This design comes from an exercise in tuning for small area on the open sky130 flow, not from production work. Function not checked in this run: the RTL went through the layout flow alone. Power is estimated from default activity; no workload was simulated.

[design/flow/config.mk]
export PLATFORM = sky130hd
export DESIGN_NAME = rgbvm_core
export DESIGN_NICKNAME = rgbvm_core
export VERILOG_FILES = /design/flow/design.v
export SDC_FILE = /design/flow/constraint.sdc
export NUM_CORES = 4
export LEC_CHECK = 0
export CAP_MARGIN = 20
export CORE_MARGIN = 2
export CORE_UTILIZATION = 40
export SLEW_MARGIN = 20
[design/flow/constraint.sdc]
create_clock -name core_clock -period 9.5 [get_ports {clk}]
set_input_delay 1.9000 -clock core_clock [delete_from_list [all_inputs] [get_ports {clk}]]
set_output_delay 1.9000 -clock core_clock [all_outputs]
set_load 0.01 [all_outputs]
[design/flow/design.v]
module rgbvm_core (
    input  wire        clk,
    input  wire        rst,
    input  wire        start,
    input  wire [31:0] entry_ip,
    input  wire [16:0] entry_sp,
    input  wire [16:0] stack_top,
    input  wire [16:0] stack_low,
    input  wire        budget_en,
    input  wire [31:0] budget,
    output reg         busy,
    output reg         done,
    output reg  [2:0]  status,
    output wire [31:0] res_ip,
    output wire [16:0] res_sp,
    output wire [31:0] res_count,
    output reg         mem_en,
    output reg         mem_we,
    output reg  [15:0] mem_addr,
    output reg  [7:0]  mem_wdata,
    input  wire [7:0]  mem_rdata,
    output wire        call_req,
    output wire [7:0]  call_id,
    output wire [16:0] call_sp,
    input  wire        call_ack,
    input  wire        call_ok,
    output wire        out_req,
    output wire [7:0]  out_data,
    input  wire        out_ack,
    input  wire        out_ok
);
    localparam [2:0] ST_HALTED    = 3'd0;
    localparam [2:0] ST_INVALIDOP = 3'd1;
    localparam [2:0] ST_OVERFLOW  = 3'd2;
    localparam [2:0] ST_UNDERFLOW = 3'd3;
    localparam [2:0] ST_DIVZERO   = 3'd4;
    localparam [2:0] ST_INVCALL   = 3'd5;
    localparam [2:0] ST_OOB       = 3'd6;
    localparam [2:0] ST_YIELDED   = 3'd7;
    localparam [7:0] OP_NOOP  = 8'h00, OP_PUSH  = 8'h01, OP_POP   = 8'h02,
                     OP_PC8   = 8'h03, OP_PC16  = 8'h04, OP_PC32  = 8'h05,
                     OP_DUP   = 8'h06, OP_SWAP  = 8'h07, OP_POP8  = 8'h08,
                     OP_PUSH8 = 8'h09, OP_CONS  = 8'h0A, OP_OUT   = 8'h0E,
                     OP_HALT  = 8'h0F, OP_ADD   = 8'h10, OP_SUB   = 8'h11,
                     OP_MUL   = 8'h12, OP_DIV   = 8'h13, OP_MOD   = 8'h14,
                     OP_INV   = 8'h15, OP_ABS   = 8'h16, OP_ADD8  = 8'h17,
                     OP_JRNZ  = 8'h20, OP_JRZ   = 8'h21, OP_JR    = 8'h22,
                     OP_CALL  = 8'h23, OP_EQ    = 8'h30, OP_NEQ   = 8'h31,
                     OP_LT    = 8'h32, OP_BT    = 8'h33, OP_LTE   = 8'h34,
                     OP_BTE   = 8'h35, OP_SIN   = 8'h40, OP_COS   = 8'h41;
    localparam [3:0] S_IDLE   = 4'd0,
                     S_FETCH  = 4'd1,    
                     S_FETCHW = 4'd2,    
                     S_OPND   = 4'd3,    
                     S_OPNDW  = 4'd4,    
                     S_CHECK  = 4'd5,    
                     S_RD     = 4'd6,    
                     S_RDW    = 4'd7,    
                     S_EXEC   = 4'd8,
                     S_DIV    = 4'd9,
                     S_WR     = 4'd10,   
                     S_HOST   = 4'd11,   
                     S_COMMIT = 4'd12;
    reg [3:0]  state;
    reg [31:0] ip;
    reg [16:0] sp;
    reg [31:0] count;
    reg [7:0]  op;
    reg [31:0] opnd;      
    reg [2:0]  len;
    reg [2:0]  idx;
    reg [31:0] opa;       
    reg [31:0] opb;       
    reg [31:0] nip;
    reg [16:0] nsp;
    reg        halt_pend;
    reg [16:0] rd_addr;
    reg [2:0]  rd_n;
    reg [2:0]  rd_i;
    reg        rd_sel;    
    reg [16:0] wr_addr;
    reg [3:0]  wr_n;
    reg [3:0]  wr_i;
    reg [63:0] wr_data;
    reg [5:0]  div_cnt;
    reg [31:0] div_rem;
    reg [31:0] div_quo;
    reg [31:0] div_dvs;
    assign res_ip    = ip;
    assign res_sp    = sp;
    assign res_count = count;
    function op_valid(input [7:0] o);
        case (o)
            OP_NOOP, OP_PUSH, OP_POP, OP_PC8, OP_PC16, OP_PC32, OP_DUP, OP_SWAP,
            OP_POP8, OP_PUSH8, OP_CONS, OP_OUT, OP_HALT,
            OP_ADD, OP_SUB, OP_MUL, OP_DIV, OP_MOD, OP_INV, OP_ABS, OP_ADD8,
            OP_JRNZ, OP_JRZ, OP_JR, OP_CALL,
            OP_EQ, OP_NEQ, OP_LT, OP_BT, OP_LTE, OP_BTE, OP_SIN, OP_COS:
                op_valid = 1'b1;
            default: op_valid = 1'b0;
        endcase
    endfunction
    function [2:0] op_len(input [7:0] o);
        case (o)
            OP_PUSH, OP_POP, OP_POP8, OP_PUSH8, OP_PC16: op_len = 3'd3;
            OP_PC8, OP_ADD8, OP_JRNZ, OP_JRZ, OP_JR, OP_CALL: op_len = 3'd2;
            OP_PC32: op_len = 3'd5;
            default: op_len = 3'd1;
        endcase
    endfunction
    function [1:0] op_need(input [7:0] o);
        case (o)
            OP_POP, OP_POP8, OP_CONS, OP_DUP, OP_INV, OP_ABS, OP_ADD8,
            OP_JRNZ, OP_JRZ, OP_SIN, OP_COS, OP_OUT: op_need = 2'd1;
            OP_SWAP, OP_ADD, OP_SUB, OP_MUL, OP_DIV, OP_MOD,
            OP_EQ, OP_NEQ, OP_LT, OP_BT, OP_LTE, OP_BTE: op_need = 2'd2;
            default: op_need = 2'd0;
        endcase
    endfunction
    function op_room(input [7:0] o);
        case (o)
            OP_PUSH, OP_PUSH8, OP_PC8, OP_PC16, OP_PC32, OP_DUP: op_room = 1'b1;
            default: op_room = 1'b0;
        endcase
    endfunction
    wire [15:0] ea = opnd[15:0];
    wire [18:0] sp_need = {2'b00, sp} + {14'd0, op_need(op), 2'b00};
    wire        chk_overflow  = sp_need > {2'b00, stack_top};
    wire        chk_underflow = op_room(op) && ({2'b00, sp} < {2'b00, stack_low} + 19'd4);
    wire        chk_data_oob  = (op == OP_PUSH || op == OP_POP) && (ea > 16'hFFFC);
    wire [16:0] last_byte = {1'b0, ip[15:0]} + {14'd0, op_len(mem_rdata)} - 17'd1;
    wire [7:0]  sin_idx = (op == OP_COS) ? (opa[7:0] + 8'd64) : opa[7:0];
    wire [7:0]  sin_val;
    rgbvm_sin_rom u_sin (
        .idx(sin_idx),
        .val(sin_val)
    );
    wire [31:0] lhs = opb;
    wire [31:0] rhs = opa;
    wire [31:0] mul_res = lhs * rhs;
    reg  [31:0] alu_res;
    always @(*) begin
        case (op)
            OP_ADD:  alu_res = lhs + rhs;
            OP_SUB:  alu_res = lhs - rhs;
            OP_MUL:  alu_res = mul_res;
            OP_EQ:   alu_res = {31'd0, lhs == rhs};
            OP_NEQ:  alu_res = {31'd0, lhs != rhs};
            OP_LT:   alu_res = {31'd0, $signed(lhs) <  $signed(rhs)};
            OP_BT:   alu_res = {31'd0, $signed(lhs) >  $signed(rhs)};
            OP_LTE:  alu_res = {31'd0, $signed(lhs) <= $signed(rhs)};
            OP_BTE:  alu_res = {31'd0, $signed(lhs) >= $signed(rhs)};
            OP_INV:  alu_res = 32'd0 - rhs;
            OP_ABS:  alu_res = rhs[31] ? (32'd0 - rhs) : rhs;
            OP_ADD8: alu_res = rhs + {{24{opnd[7]}}, opnd[7:0]};
            OP_SIN, OP_COS: alu_res = {24'd0, sin_val};
            default: alu_res = 32'd0;
        endcase
    end
    wire [32:0] div_trial = {div_rem, div_quo[31]} - {1'b0, div_dvs};
    wire [31:0] div_q_fin = (opb[31] ^ opa[31]) ? (32'd0 - div_quo) : div_quo;
    wire [31:0] div_r_fin = opb[31] ? (32'd0 - div_rem) : div_rem;
    wire [31:0] ip_next = ip + {29'd0, len};
    wire [31:0] ip_tgt  = ip_next + {{24{opnd[7]}}, opnd[7:0]};
    wire [16:0] rd_cur = rd_addr + {14'd0, rd_i};
    wire [16:0] wr_cur = wr_addr + {13'd0, wr_i};
    wire [31:0] op_cur = ip + {29'd0, idx};
    always @(*) begin
        mem_en    = 1'b0;
        mem_we    = 1'b0;
        mem_addr  = 16'd0;
        mem_wdata = 8'd0;
        case (state)
            S_FETCH: begin
                mem_en   = 1'b1;
                mem_addr = ip[15:0];
            end
            S_OPND: begin
                mem_en   = 1'b1;
                mem_addr = op_cur[15:0];
            end
            S_RD: begin
                mem_en   = 1'b1;
                mem_addr = rd_cur[15:0];
            end
            S_WR: begin
                mem_en    = 1'b1;
                mem_we    = 1'b1;
                mem_addr  = wr_cur[15:0];
                mem_wdata = wr_data[8*wr_i +: 8];
            end
            default: ;
        endcase
    end
    assign call_req = (state == S_HOST) && (op == OP_CALL);
    assign call_id  = opnd[7:0];
    assign call_sp  = sp;
    assign out_req  = (state == S_HOST) && (op == OP_OUT);
    assign out_data = opa[7:0];
    task automatic finish(input [2:0] code);
        begin
            status <= code;
            busy   <= 1'b0;
            done   <= 1'b1;
            state  <= S_IDLE;
        end
    endtask
    task automatic start_write(input [16:0] addr, input [3:0] n, input [63:0] data);
        begin
            wr_addr <= addr;
            wr_n    <= n;
            wr_i    <= 4'd0;
            wr_data <= data;
            state   <= S_WR;
        end
    endtask
    always @(posedge clk) begin
        if (rst) begin
            state <= S_IDLE;
            busy  <= 1'b0;
            done  <= 1'b0;
        end else begin
            done <= 1'b0;
            case (state)
                S_IDLE: begin
                    if (start) begin
                        ip    <= entry_ip;
                        sp    <= entry_sp;
                        count <= 32'd0;
                        busy  <= 1'b1;
                        state <= S_FETCH;
                    end
                end
                S_FETCH: begin
                    if (budget_en && count >= budget)
                        finish(ST_YIELDED);
                    else if (ip[31:16] != 16'd0)
                        finish(ST_OOB);
                    else
                        state <= S_FETCHW;
                end
                S_FETCHW: begin
                    op   <= mem_rdata;
                    len  <= op_len(mem_rdata);
                    opnd <= 32'd0;
                    idx  <= 3'd1;
                    halt_pend <= 1'b0;
                    if (!op_valid(mem_rdata))
                        finish(ST_INVALIDOP);
                    else if (last_byte[16])
                        finish(ST_OOB);
                    else if (op_len(mem_rdata) == 3'd1)
                        state <= S_CHECK;
                    else
                        state <= S_OPND;
                end
                S_OPND: state <= S_OPNDW;
                S_OPNDW: begin
                    opnd[8*(idx-3'd1) +: 8] <= mem_rdata;
                    idx <= idx + 3'd1;
                    if (idx + 3'd1 == len)
                        state <= S_CHECK;
                    else
                        state <= S_OPND;
                end
                S_CHECK: begin
                    if (chk_overflow)
                        finish(ST_OVERFLOW);
                    else if (chk_underflow)
                        finish(ST_UNDERFLOW);
                    else if (chk_data_oob)
                        finish(ST_OOB);
                    else begin
                        rd_i <= 3'd0;
                        if (op == OP_PUSH || op == OP_PUSH8) begin
                            opa     <= 32'd0;
                            rd_addr <= {1'b0, ea};
                            rd_n    <= (op == OP_PUSH) ? 3'd4 : 3'd1;
                            rd_sel  <= 1'b0;
                            state   <= S_RD;
                        end else if (op_need(op) != 2'd0) begin
                            opa     <= 32'd0;
                            rd_addr <= sp;
                            rd_n    <= 3'd4;
                            rd_sel  <= 1'b0;
                            state   <= S_RD;
                        end else
                            state <= S_EXEC;
                    end
                end
                S_RD: state <= S_RDW;
                S_RDW: begin
                    if (rd_sel)
                        opb[8*rd_i[1:0] +: 8] <= mem_rdata;
                    else
                        opa[8*rd_i[1:0] +: 8] <= mem_rdata;
                    rd_i <= rd_i + 3'd1;
                    if (rd_i + 3'd1 != rd_n)
                        state <= S_RD;
                    else if (!rd_sel && op_need(op) == 2'd2) begin
                        opb     <= 32'd0;
                        rd_addr <= sp + 17'd4;
                        rd_n    <= 3'd4;
                        rd_i    <= 3'd0;
                        rd_sel  <= 1'b1;
                        state   <= S_RD;
                    end else
                        state <= S_EXEC;
                end
                S_EXEC: begin
                    nip <= ip_next;
                    nsp <= sp;
                    case (op)
                        OP_NOOP: state <= S_COMMIT;
                        OP_HALT: begin
                            halt_pend <= 1'b1;
                            state     <= S_COMMIT;
                        end
                        OP_PUSH, OP_PUSH8, OP_DUP: begin
                            nsp <= sp - 17'd4;
                            start_write(sp - 17'd4, 4'd4, {32'd0, opa});
                        end
                        OP_PC8: begin
                            nsp <= sp - 17'd4;
                            start_write(sp - 17'd4, 4'd4, {32'd0, {24{opnd[7]}}, opnd[7:0]});
                        end
                        OP_PC16: begin
                            nsp <= sp - 17'd4;
                            start_write(sp - 17'd4, 4'd4, {32'd0, {16{opnd[15]}}, opnd[15:0]});
                        end
                        OP_PC32: begin
                            nsp <= sp - 17'd4;
                            start_write(sp - 17'd4, 4'd4, {32'd0, opnd});
                        end
                        OP_POP: begin
                            nsp <= sp + 17'd4;
                            start_write({1'b0, ea}, 4'd4, {32'd0, opa});
                        end
                        OP_POP8: begin
                            nsp <= sp + 17'd4;
                            start_write({1'b0, ea}, 4'd1, {56'd0, opa[7:0]});
                        end
                        OP_CONS: begin
                            nsp   <= sp + 17'd4;
                            state <= S_COMMIT;
                        end
                        OP_SWAP: start_write(sp, 4'd8, {opa, opb});
                        OP_ADD, OP_SUB, OP_MUL, OP_EQ, OP_NEQ, OP_LT, OP_BT, OP_LTE, OP_BTE: begin
                            nsp <= sp + 17'd4;
                            start_write(sp + 17'd4, 4'd4, {32'd0, alu_res});
                        end
                        OP_DIV, OP_MOD: begin
                            if (opa == 32'd0)
                                finish(ST_DIVZERO);
                            else begin
                                nsp     <= sp + 17'd4;
                                div_rem <= 32'd0;
                                div_quo <= opb[31] ? (32'd0 - opb) : opb;
                                div_dvs <= opa[31] ? (32'd0 - opa) : opa;
                                div_cnt <= 6'd0;
                                state   <= S_DIV;
                            end
                        end
                        OP_INV, OP_ABS, OP_ADD8, OP_SIN, OP_COS:
                            start_write(sp, 4'd4, {32'd0, alu_res});
                        OP_JRNZ: begin
                            nsp   <= sp + 17'd4;
                            nip   <= (opa != 32'd0) ? ip_tgt : ip_next;
                            state <= S_COMMIT;
                        end
                        OP_JRZ: begin
                            nsp   <= sp + 17'd4;
                            nip   <= (opa == 32'd0) ? ip_tgt : ip_next;
                            state <= S_COMMIT;
                        end
                        OP_JR: begin
                            nip   <= ip_tgt;
                            state <= S_COMMIT;
                        end
                        OP_CALL, OP_OUT: state <= S_HOST;
                        default: finish(ST_INVALIDOP);
                    endcase
                end
                S_DIV: begin
                    if (div_cnt == 6'd32) begin
                        start_write(sp + 17'd4, 4'd4,
                                    {32'd0, (op == OP_DIV) ? div_q_fin : div_r_fin});
                    end else begin
                        div_cnt <= div_cnt + 6'd1;
                        if (!div_trial[32]) begin
                            div_rem <= div_trial[31:0];
                            div_quo <= {div_quo[30:0], 1'b1};
                        end else begin
                            div_rem <= {div_rem[30:0], div_quo[31]};
                            div_quo <= {div_quo[30:0], 1'b0};
                        end
                    end
                end
                S_WR: begin
                    wr_i <= wr_i + 4'd1;
                    if (wr_i + 4'd1 == wr_n)
                        state <= S_COMMIT;
                end
                S_HOST: begin
                    if (op == OP_CALL && call_ack) begin
                        if (call_ok)
                            state <= S_COMMIT;
                        else
                            finish(ST_INVCALL);
                    end else if (op == OP_OUT && out_ack) begin
                        if (out_ok) begin
                            nsp   <= sp + 17'd4;
                            state <= S_COMMIT;
                        end else
                            finish(ST_INVCALL);
                    end
                end
                S_COMMIT: begin
                    ip    <= nip;
                    sp    <= nsp;
                    count <= count + 32'd1;
                    if (halt_pend)
                        finish(ST_HALTED);
                    else
                        state <= S_FETCH;
                end
                default: state <= S_IDLE;
            endcase
        end
    end
endmodule
module rgbvm_sin_rom (
    input  wire [7:0] idx,
    output reg  [7:0] val
);
    always @(*) begin
        case (idx)
            8'd0: val = 8'd128;
            8'd1: val = 8'd131;
            8'd2: val = 8'd134;
            8'd3: val = 8'd137;
            8'd4: val = 8'd140;
            8'd5: val = 8'd143;
            8'd6: val = 8'd146;
            8'd7: val = 8'd149;
            8'd8: val = 8'd152;
            8'd9: val = 8'd155;
            8'd10: val = 8'd158;
            8'd11: val = 8'd162;
            8'd12: val = 8'd165;
            8'd13: val = 8'd167;
            8'd14: val = 8'd170;
            8'd15: val = 8'd173;
            8'd16: val = 8'd176;
            8'd17: val = 8'd179;
            8'd18: val = 8'd182;
            8'd19: val = 8'd185;
            8'd20: val = 8'd188;
            8'd21: val = 8'd190;
            8'd22: val = 8'd193;
            8'd23: val = 8'd196;
            8'd24: val = 8'd198;
            8'd25: val = 8'd201;
            8'd26: val = 8'd203;
            8'd27: val = 8'd206;
            8'd28: val = 8'd208;
            8'd29: val = 8'd211;
            8'd30: val = 8'd213;
            8'd31: val = 8'd215;
            8'd32: val = 8'd218;
            8'd33: val = 8'd220;
            8'd34: val = 8'd222;
            8'd35: val = 8'd224;
            8'd36: val = 8'd226;
            8'd37: val = 8'd228;
            8'd38: val = 8'd230;
            8'd39: val = 8'd232;
            8'd40: val = 8'd234;
            8'd41: val = 8'd235;
            8'd42: val = 8'd237;
            8'd43: val = 8'd238;
            8'd44: val = 8'd240;
            8'd45: val = 8'd241;
            8'd46: val = 8'd243;
            8'd47: val = 8'd244;
            8'd48: val = 8'd245;
            8'd49: val = 8'd246;
            8'd50: val = 8'd248;
            8'd51: val = 8'd249;
            8'd52: val = 8'd250;
            8'd53: val = 8'd250;
            8'd54: val = 8'd251;
            8'd55: val = 8'd252;
            8'd56: val = 8'd253;
            8'd57: val = 8'd253;
            8'd58: val = 8'd254;
            8'd59: val = 8'd254;
            8'd60: val = 8'd254;
            8'd61: val = 8'd255;
            8'd62: val = 8'd255;
            8'd63: val = 8'd255;
            8'd64: val = 8'd255;
            8'd65: val = 8'd255;
            8'd66: val = 8'd255;
            8'd67: val = 8'd255;
            8'd68: val = 8'd254;
            8'd69: val = 8'd254;
            8'd70: val = 8'd254;
            8'd71: val = 8'd253;
            8'd72: val = 8'd253;
            8'd73: val = 8'd252;
            8'd74: val = 8'd251;
            8'd75: val = 8'd250;
            8'd76: val = 8'd250;
            8'd77: val = 8'd249;
            8'd78: val = 8'd248;
            8'd79: val = 8'd246;
            8'd80: val = 8'd245;
            8'd81: val = 8'd244;
            8'd82: val = 8'd243;
            8'd83: val = 8'd241;
            8'd84: val = 8'd240;
            8'd85: val = 8'd238;
            8'd86: val = 8'd237;
            8'd87: val = 8'd235;
            8'd88: val = 8'd234;
            8'd89: val = 8'd232;
            8'd90: val = 8'd230;
            8'd91: val = 8'd228;
            8'd92: val = 8'd226;
            8'd93: val = 8'd224;
            8'd94: val = 8'd222;
            8'd95: val = 8'd220;
            8'd96: val = 8'd218;
            8'd97: val = 8'd215;
            8'd98: val = 8'd213;
            8'd99: val = 8'd211;
            8'd100: val = 8'd208;
            8'd101: val = 8'd206;
            8'd102: val = 8'd203;
            8'd103: val = 8'd201;
            8'd104: val = 8'd198;
            8'd105: val = 8'd196;
            8'd106: val = 8'd193;
            8'd107: val = 8'd190;
            8'd108: val = 8'd188;
            8'd109: val = 8'd185;
            8'd110: val = 8'd182;
            8'd111: val = 8'd179;
            8'd112: val = 8'd176;
            8'd113: val = 8'd173;
            8'd114: val = 8'd170;
            8'd115: val = 8'd167;
            8'd116: val = 8'd165;
            8'd117: val = 8'd162;
            8'd118: val = 8'd158;
            8'd119: val = 8'd155;
            8'd120: val = 8'd152;
            8'd121: val = 8'd149;
            8'd122: val = 8'd146;
            8'd123: val = 8'd143;
            8'd124: val = 8'd140;
            8'd125: val = 8'd137;
            8'd126: val = 8'd134;
            8'd127: val = 8'd131;
            8'd128: val = 8'd128;
            8'd129: val = 8'd124;
            8'd130: val = 8'd121;
            8'd131: val = 8'd118;
            8'd132: val = 8'd115;
            8'd133: val = 8'd112;
            8'd134: val = 8'd109;
            8'd135: val = 8'd106;
            8'd136: val = 8'd103;
            8'd137: val = 8'd100;
            8'd138: val = 8'd97;
            8'd139: val = 8'd93;
            8'd140: val = 8'd90;
            8'd141: val = 8'd88;
            8'd142: val = 8'd85;
            8'd143: val = 8'd82;
            8'd144: val = 8'd79;
            8'd145: val = 8'd76;
            8'd146: val = 8'd73;
            8'd147: val = 8'd70;
            8'd148: val = 8'd67;
            8'd149: val = 8'd65;
            8'd150: val = 8'd62;
            8'd151: val = 8'd59;
            8'd152: val = 8'd57;
            8'd153: val = 8'd54;
            8'd154: val = 8'd52;
            8'd155: val = 8'd49;
            8'd156: val = 8'd47;
            8'd157: val = 8'd44;
            8'd158: val = 8'd42;
            8'd159: val = 8'd40;
            8'd160: val = 8'd37;
            8'd161: val = 8'd35;
            8'd162: val = 8'd33;
            8'd163: val = 8'd31;
            8'd164: val = 8'd29;
            8'd165: val = 8'd27;
            8'd166: val = 8'd25;
            8'd167: val = 8'd23;
            8'd168: val = 8'd21;
            8'd169: val = 8'd20;
            8'd170: val = 8'd18;
            8'd171: val = 8'd17;
            8'd172: val = 8'd15;
            8'd173: val = 8'd14;
            8'd174: val = 8'd12;
            8'd175: val = 8'd11;
            8'd176: val = 8'd10;
            8'd177: val = 8'd9;
            8'd178: val = 8'd7;
            8'd179: val = 8'd6;
            8'd180: val = 8'd5;
            8'd181: val = 8'd5;
            8'd182: val = 8'd4;
            8'd183: val = 8'd3;
            8'd184: val = 8'd2;
            8'd185: val = 8'd2;
            8'd186: val = 8'd1;
            8'd187: val = 8'd1;
            8'd188: val = 8'd1;
            8'd189: val = 8'd0;
            8'd190: val = 8'd0;
            8'd191: val = 8'd0;
            8'd192: val = 8'd0;
            8'd193: val = 8'd0;
            8'd194: val = 8'd0;
            8'd195: val = 8'd0;
            8'd196: val = 8'd1;
            8'd197: val = 8'd1;
            8'd198: val = 8'd1;
            8'd199: val = 8'd2;
            8'd200: val = 8'd2;
            8'd201: val = 8'd3;
            8'd202: val = 8'd4;
            8'd203: val = 8'd5;
            8'd204: val = 8'd5;
            8'd205: val = 8'd6;
            8'd206: val = 8'd7;
            8'd207: val = 8'd9;
            8'd208: val = 8'd10;
            8'd209: val = 8'd11;
            8'd210: val = 8'd12;
            8'd211: val = 8'd14;
            8'd212: val = 8'd15;
            8'd213: val = 8'd17;
            8'd214: val = 8'd18;
            8'd215: val = 8'd20;
            8'd216: val = 8'd21;
            8'd217: val = 8'd23;
            8'd218: val = 8'd25;
            8'd219: val = 8'd27;
            8'd220: val = 8'd29;
            8'd221: val = 8'd31;
            8'd222: val = 8'd33;
            8'd223: val = 8'd35;
            8'd224: val = 8'd37;
            8'd225: val = 8'd40;
            8'd226: val = 8'd42;
            8'd227: val = 8'd44;
            8'd228: val = 8'd47;
            8'd229: val = 8'd49;
            8'd230: val = 8'd52;
            8'd231: val = 8'd54;
            8'd232: val = 8'd57;
            8'd233: val = 8'd59;
            8'd234: val = 8'd62;
            8'd235: val = 8'd65;
            8'd236: val = 8'd67;
            8'd237: val = 8'd70;
            8'd238: val = 8'd73;
            8'd239: val = 8'd76;
            8'd240: val = 8'd79;
            8'd241: val = 8'd82;
            8'd242: val = 8'd85;
            8'd243: val = 8'd88;
            8'd244: val = 8'd90;
            8'd245: val = 8'd93;
            8'd246: val = 8'd97;
            8'd247: val = 8'd100;
            8'd248: val = 8'd103;
            8'd249: val = 8'd106;
            8'd250: val = 8'd109;
            8'd251: val = 8'd112;
            8'd252: val = 8'd115;
            8'd253: val = 8'd118;
            8'd254: val = 8'd121;
            8'd255: val = 8'd124;
            default: val = 8'd0;
        endcase
    end
endmodule
[design/flow/run.sh]
#!/bin/bash
# synth_recipe.tcl (not shown) runs the flow's synth.tcl, then flattens the netlist and writes it again
# the make line also repeats each setting of config.mk as NAME=value (left out here)
make -C /OpenROAD-flow-scripts/flow DESIGN_CONFIG=/design/flow/config.mk WORK_HOME=/design/flow/orfs CLKGATE_MAP_FILE= SYNTH_SCRIPT=/design/flow/synth_recipe.tcl finish
==> impl_metrics.csv <==
group,metric,value,unit
clock_tree,clkSinkCount,461,
timing,finalSetupViolations,0,
timing,max_freq,111,MHz
synth,synth_cell_types,109,
timing,skew,61.9,ps
floorplan,start_util,40.3,%
routing,routedWlPerCell,26.8,um
routing,route.detailed.drc,0,
floorplan,io_pins,278,
routing,wl_met1,94.3,mm
layout,register_area,13800,sq um
timing,maxSlewHeadroom,17.7,%
layout,syn_to_final_growth,12.3,%
grt,first_global_vias,49200,
synth,yosys_register_bits,461,
synth,syn-instance-count,6492,
setup_path,cp_slowest_stage_delay,1100,ps
setup_path,cp-start-kind,"flop",
place,gp_congestion,1.01,
floorplan,chipWidth,379,um
timing,hold_viol_final,0,
pwr,power_leakage,0.0264,uW
clock_tree,cts_buffers,55,
setup_path,worst_setup_path_end_kind,"flop",
timing,finalMaxSlewViolations,0,
clock_tree,post_cts_resize_count,0,
clock_tree,h-tree-depth,2,
synth,synthTopCellsByArea,"edfxtp_1, fa_1, ha_1",
place,dp_hpwl,176,mm
synth,synth_top_area_share,24.3,%
grt,grt_pass1_wl,333,mm
setup_path,crit_chain,"and2_1, fa_1, fa_1, fa_1, inv_1, fa_1, inv_1, fa_1, ha_1, fa_1, inv_1, fa_1, inv_1, ha_1, a21o_1, a21oi_1, nand2_1, o41ai_1, o31a_1, o21ai_0, a2111oi_0, nor3_1, o21ai_0, a31oi_1",
pwr,ir_drop,0.000149,V
synth,synth.most_common_cell,"nand2_1",
pwr,clkPwrFrac,46.8,%
pwr,power_density,79.6,nW/um^2
synth,syn_nets,7457,
grt,grt_max_degree,140,
setup_path,required,9850,ps
routing,vias,50900,
setup_path,crit_type,"reg2reg",
grt,globalRouteTotalUtil,31.3,%
routing,dr_wl_met2,98.1,mm
setup_path,critical_path.slowest_cell,"edfxtp_1",
floorplan,chipHeight,379,um
layout,final_nets,7568,
synth,yosysTopAreaCell,"edfxtp_1",
setup_path,crit_fanout,25,
floorplan,die_area,144000,sq um
synth,avgSynthCellArea,8.66,sq um
floorplan,core_area,140000,sq um
synth,synth_common_cells,"nand2_1, inv_1, nor2_1",
synth,synth-edff-count,455,
run,cap_violations,0,
timing,grt_setup_unrepaired,"false",
pwr,combPwrFrac,8.0,%
layout,multi_input_area,38400,sq um
clock_tree,cts_buffer_depth,3,
clock_tree,clkTransAtPathRegs,70,ps
status,run_status,"complete, no violations",
clock_tree,clk_latency,680,ps
timing,period_share,94.8,%
worst_hold_path,min_path_type,"reg2reg",
synth,synth_warnings,2,
routing,ant_nets,0,
routing,met3WireLength,24.0,mm
synth,synthFlopType,"edfxtp_1",
setup_path,cp.arrival,9350,ps
grt,grt_overflow,0,
routing,drt-initial-drc-count,6041,
place,io_buffers,277,
clock_tree,clock-root-buffer,"clkbuf_16",
pwr,p_int,3790,uW
floorplan,rows,137,
synth,synthesis.area,56200,sq um
grt,antenna_found_initial,15,
timing,min_period,9010,ps
routing,wl,229,mm
timing,tightest_slew,1230,ps
layout,nFillCells,13700,
pwr,power.total,5030,uW
synth,seq_area_frac_synth,24.5,%
clock_tree,cts_tree,"done",
clock_tree,cts_hold_buf,0,
setup_path,cpMostUsedCell,"fa_1",
routing,top_layer,"met5",
layout,drive_gt1_share,6.00,%
pwr,p_sw,1230,uW
timing,setup_tns,0,ps
pwr,p_sw_share,24.5,%
synth,synthArstFlopShare,0,%
routing,routed_via_density,5.97,
clock_tree,postCtsSetupBuffers,0,
routing,dr.pass1.iters,8,
pwr,pwr-share-seq,45.2,%
-- placed cells by master, fill, tap and decap left out, types with 56 or more instances in the layout --
| cell | synthesis | routed |
|---|---|---|
| nand2_1 | 801 | 800 |
| inv_1 | 682 | 682 |
| nor2_1 | 562 | 553 |
| edfxtp_1 | 455 | 455 |
| fa_1 | 417 | 417 |
| ha_1 | 417 | 417 |
| a21oi_1 | 309 | 307 |
| clkdlybuf4s50_1 | 0 | 277 |
| xnor2_1 | 277 | 276 |
| o21ai_0 | 263 | 263 |
| and2_1 | 245 | 245 |
| xor2_1 | 191 | 191 |
| buf_4 | 35 | 174 |
| nor3_1 | 137 | 133 |
| nand3_1 | 126 | 124 |
| a21o_1 | 120 | 120 |
| a22oi_1 | 78 | 78 |
| nand4_1 | 56 | 56 |
| a211oi_1 | 58 | 56 |
-- routing by layer --
| layer | up-vias | track usage [%] |
|---|---|---|
| met4 | 10 | 14.3 |
| met3 | 490 | 6.37 |
| li1 | 22500 | - |
| met2 | 2683 | 46.8 |
| met5 | - | 0 |
| met1 | 25200 | 43.4 |
-- power groups by stage --
stage | Sequential (uW) | Combinational [uW] | Clock [uW]
after CTS | 2270 | 399 | 2370
after global routing | 2270 | 437 | 2440
after detailed placement | 2320 | 395 | 0
after floorplan | 2310 | 209 | 0
after global placement | 2320 | 390 | 0
final | 2270 | 403 | 2350
-- stage by stage --
step / instances / setup WS [ps] / hold slack, ps / util (%) / instance area [sq um]
2_1_floorplan: 6492 / 355 / 484 / - / 56300
3_3_place_gp: 8420 / 691 / 490 / 43.8 / 61200
3_5_place_dp: 8420 / 579 / 491 / 43.9 / 61200
4_1_cts: 8521 / 575 / 489 / 45.2 / 63100
5_1_grt: 8525 / 141 / 530 / 45.3 / 63200
6_report: 8526 / 493 / 497 / 45.3 / 63200
-- path summary, 6_finish.rpt --
path	to	cells past startpoint	slack, ps	from
setup reg to reg	wr_data[30]	24	490	opa[7]
hold reg to reg	sp[0]	2	500	nsp[0]
hold / removal	sp[0]	2	500	nsp[0]
setup / recovery	wr_data[30]	24	490	opa[7]
-- flip-flops by register name (all words and copies together) (netlist names), 4 cells and up --
name,count
wr_data,64
count,32
div_dvs,32
div_quo,32
div_rem,32
ip,32
nip,32
opa,32
opb,32
opnd,32
nsp,17
sp,17
rd_addr,16
wr_addr,16
op,8
div_cnt,6
state,4
wr_i,4
-- critical path, delay by kind of cell (launching register included) --
kind            cells  cell delay [ps]
fa+ha+maj           9             4160
compound gates      8             2660
flops               1             1100
simple gates        3              530
buf+inv             4              220
-- logic make-up (layout without fill, tap and decap cells) --
group	Yosys count	count (layout)	share of synthesized area [%]
AND/OR/NAND/NOR	2234	2234	18.7
other	0	3	0
AO/OA/AOI/OAI	1316	1316	15.6
adder cells (fa/ha/maj)	834	834	24.1
XOR/XNOR	470	470	7.37
buffers and inverters	1093	1248	7.64
flip-flops	461	461	24.5
multiplexers	84	84	2.01
-- layout make-up --
cell class	instances	share of cell area [%]
Inverter	693	4.12
Clock buffer	64	2.23
Antenna cell	3	0.0119
Multi-Input combinational cell	4938	60.7
Clock inverter	37	0.832
Tap cell	1876	3.71
Timing Repair Buffer	454	6.57
Sequential cell	461	21.8

-- static timing again, ports no longer ideal --
In the flow no input, the clock included, has a driving cell. The finished layout below was timed again as built, in two steps. Step 1 sets driving cells, clkbuf_16 on the clock port and buf_2 on the other inputs (assumed; they add their load-dependent delay and slew). Step 2 also shifts input and output timing later by t, the mid clock arrival at the registers, as if the neighbouring blocks saw the same clock. Slacks: ideal / step 1 / step 2; pairs: ideal / step 1.
shift t [ns]: 0.726
setup WS [ns]: 0.493 / 0.493 / 0.493
worst hold slack (ns): 0.497 / 0.497 / 0.497
latest minus earliest clock arrival (ns): 0.062 / 0.062
worst data-port slew with drivers (ns): 0.13
After both steps this run still meets setup and hold. For this run, drivers alone change the setup slack by 0.000 ns; drivers and shift together by 0.000 ns.
